What follows belongs to an exercise in optimizing a design on an open flow for small area and a short achievable clock period; a production flow would make more cautious choices.
In this exercise RTL edits were held to simulation tests only and were not proved equivalent to the original.

Design tvg_blend4, start of the top module:
module tvg_blend4 (
    input  wire         clk,
    input  wire         rst,           
    input  wire         in_valid,
    input  wire [1:0]   in_op,         
    input  wire         in_cs,         
    input  wire [1:0]   in_mm,         
    input  wire [31:0]  in_color,      
    input  wire [7:0]   in_opacity,    
    input  wire [7:0]   in_cov,        
    input  wire [127:0] in_dst,        
    input  wire [127:0] in_src,        
    input  wire [127:0] in_mask,       
    output reg          out_valid,
    output wire [127:0] out_pix,       
    output reg          out_dst_rd,    
    output reg          out_mask_rd    
);
    reg         v0;
    reg [1:0]   op0;
    reg         cs0;
    reg [1:0]   mm0;
    reg [7:0]   ca0;
    reg [7:0]   opa0;
    reg [7:0]   cov0;
    always @(posedge clk) begin
        if (rst)
            v0 <= 1'b0;
        else
            v0 <= in_valid;
        op0  <= in_op;
        cs0  <= in_cs;
        mm0  <= in_mm;
        ca0  <= in_color[31:24];
        opa0 <= in_opacity;
        cov0 <= in_cov;
    end
    wire is_clear = (op0 == 2'd0);
    wire is_image = op0[1];
    wire maskon   = mm0[1];
    wire [7:0] u_hi, u_g, u_lo;
    tvg_am8_r u_am_hi (
        .clk (clk),
  ...
For scale: roughly 11000 cells after synthesis, ~1400 flip-flops, ~570 I/O pins.
clock: 30.0 ns
lec_check: 0
cap_margin: 20
core_margin: 2
core_utilization: 75
cts_cluster_diameter: 60
cts_cluster_size: 20
place_density: 0.82
slew_margin: 40
synth_hierarchical: 1
standard.sh (not shown) runs the stock make flow with config.mk's settings and CLKGATE_MAP_FILE= SYNTH_SCRIPT=/design/flow/synth_recipe.tcl, a recipe that flattens the netlist after the stock synthesis.
==> flow/flow/run.sh <==
#!/bin/bash
# Layout of the version: the standard flow (standard.sh: ORFS synthesis
# and layout, unchanged), with the port buffers that global placement
# inserts on every input and output made sky130_fd_sc_hd__buf_2 instead of
# the flow's default choice (clkdlybuf4s50_1, a slow delay cell).
set -euo pipefail
export BUFFER_PORTS_ARGS="-buffer_cell sky130_fd_sc_hd__buf_2"
bash standard.sh > standard.log 2>&1
Rerun with:
- CAP_MARGIN: 20 -> 50
- CORE_UTILIZATION: 75 -> 60
- CTS_CLUSTER_DIAMETER: 60 -> unset
- CTS_CLUSTER_SIZE: 20 -> unset
- PLACE_DENSITY: 0.82 -> 0.7
- SLEW_MARGIN: 40 -> 75
Worst setup slack degrades by 0.064 ns.
Clock skew increases by 0.0059 ns.
Via count decreases by a few percent.
Area after synthesis does not change.
Synthesized cell count is unchanged.
Die area increases by a quarter to a third.
Cell area increases by a few percent.
Routed wire length increases slightly.
Rerun with:
- CORE_UTILIZATION: 60 -> 80
- CTS_CLUSTER_DIAMETER: unset -> 60
- CTS_CLUSTER_SIZE: unset -> 20
- PLACE_DENSITY: 0.7 -> 0.86
Result: The new run completed with no timing, DRC or antenna violations; area after synthesis stays the same; critical path depth stays the same; design area falls by 1.7%; die area shrinks by 25%; non-clock buffer count drops by 9; count of clock-buffer cells in the layout falls by 73; global-route usage went up by 11 points; worst hold slack is worse by 0.0055 ns; final cell count shrinks by about 5%.
Rerun with:
- CORE_UTILIZATION: 80 -> 75
- PLACE_DENSITY: 0.86 -> 0.82
Hold slack gets better by 0.0099 ns. Routed wire length went down by 3.5%. Area after synthesis stays the same. Global-route usage went down by 3.7 points. Register-to-register slack gets better by 0.06 ns. First-iteration DRC count went down by about 16%. Die area went up by 6.6%.


== before ==
Starting RTL as in the previous note.
Settings: LEC_CHECK=0, CAP_MARGIN=35, CORE_MARGIN=2, CORE_UTILIZATION=75, CTS_CLUSTER_DIAMETER=60, CTS_CLUSTER_SIZE=20, PLACE_DENSITY=0.82, SLEW_MARGIN=60, SYNTH_HIERARCHICAL=1; clock period 30.0 ns.
Scripts as last shown in full above: flow/flow/run.sh
The following lists how after was set up differently from before:
-- flow/config.mk --
<<< before, line 8
export CAP_MARGIN = 35
>>> after, line 8
export CAP_MARGIN = 25
<<< before, line 14
export SLEW_MARGIN = 60
>>> after, line 14
export SLEW_MARGIN = 50
- Compared before against after; final-layout fill cell count within noise.
- after vs. before: routed via count decreased by 393 relative to the old numbers.
- after against before: number of placed cells counting well taps stayed essentially flat, multi-input logic portion of the cell area rose by 0.25 points, clock-buffer cell count fell by 2.4%.

-- afterwards: timing with drivers on the ports --
In the flow no input, the clock included, has a driving cell. The finished layouts below were timed again as built, in two steps.
Step 1 (the two cells are an assumption about what drives the block):
set clk [get_ports {clk}]
set_driving_cell -lib_cell sky130_fd_sc_hd__clkbuf_16 $clk
set_driving_cell -lib_cell sky130_fd_sc_hd__buf_2 [delete_from_list [all_inputs] $clk]
Step 2, shift: input delay + t, output delay - t, t = (earliest + latest rising clock arrival at the registers) / 2. This alone moves slack from input paths to output paths.
Three values: no drivers, after step 1, after step 2; two values: the first two.
run	t (ns)	setup slack, ns	pins driven straight from the clock port
the first run of note 1	0.845	22.685 / 22.592 / 22.908	1
the second run of note 1	0.897	22.621 / 22.538 / 23.154	1
the third run of note 1	0.856	22.684 / 22.590 / 23.132	1
the fourth run of note 1	0.851	22.659 / 22.573 / 23.075	1
before	0.845	22.698 / 22.604 / 23.042	1
after	0.835	22.691 / 22.606 / 22.900	1
After both steps every run listed still meets setup and hold.
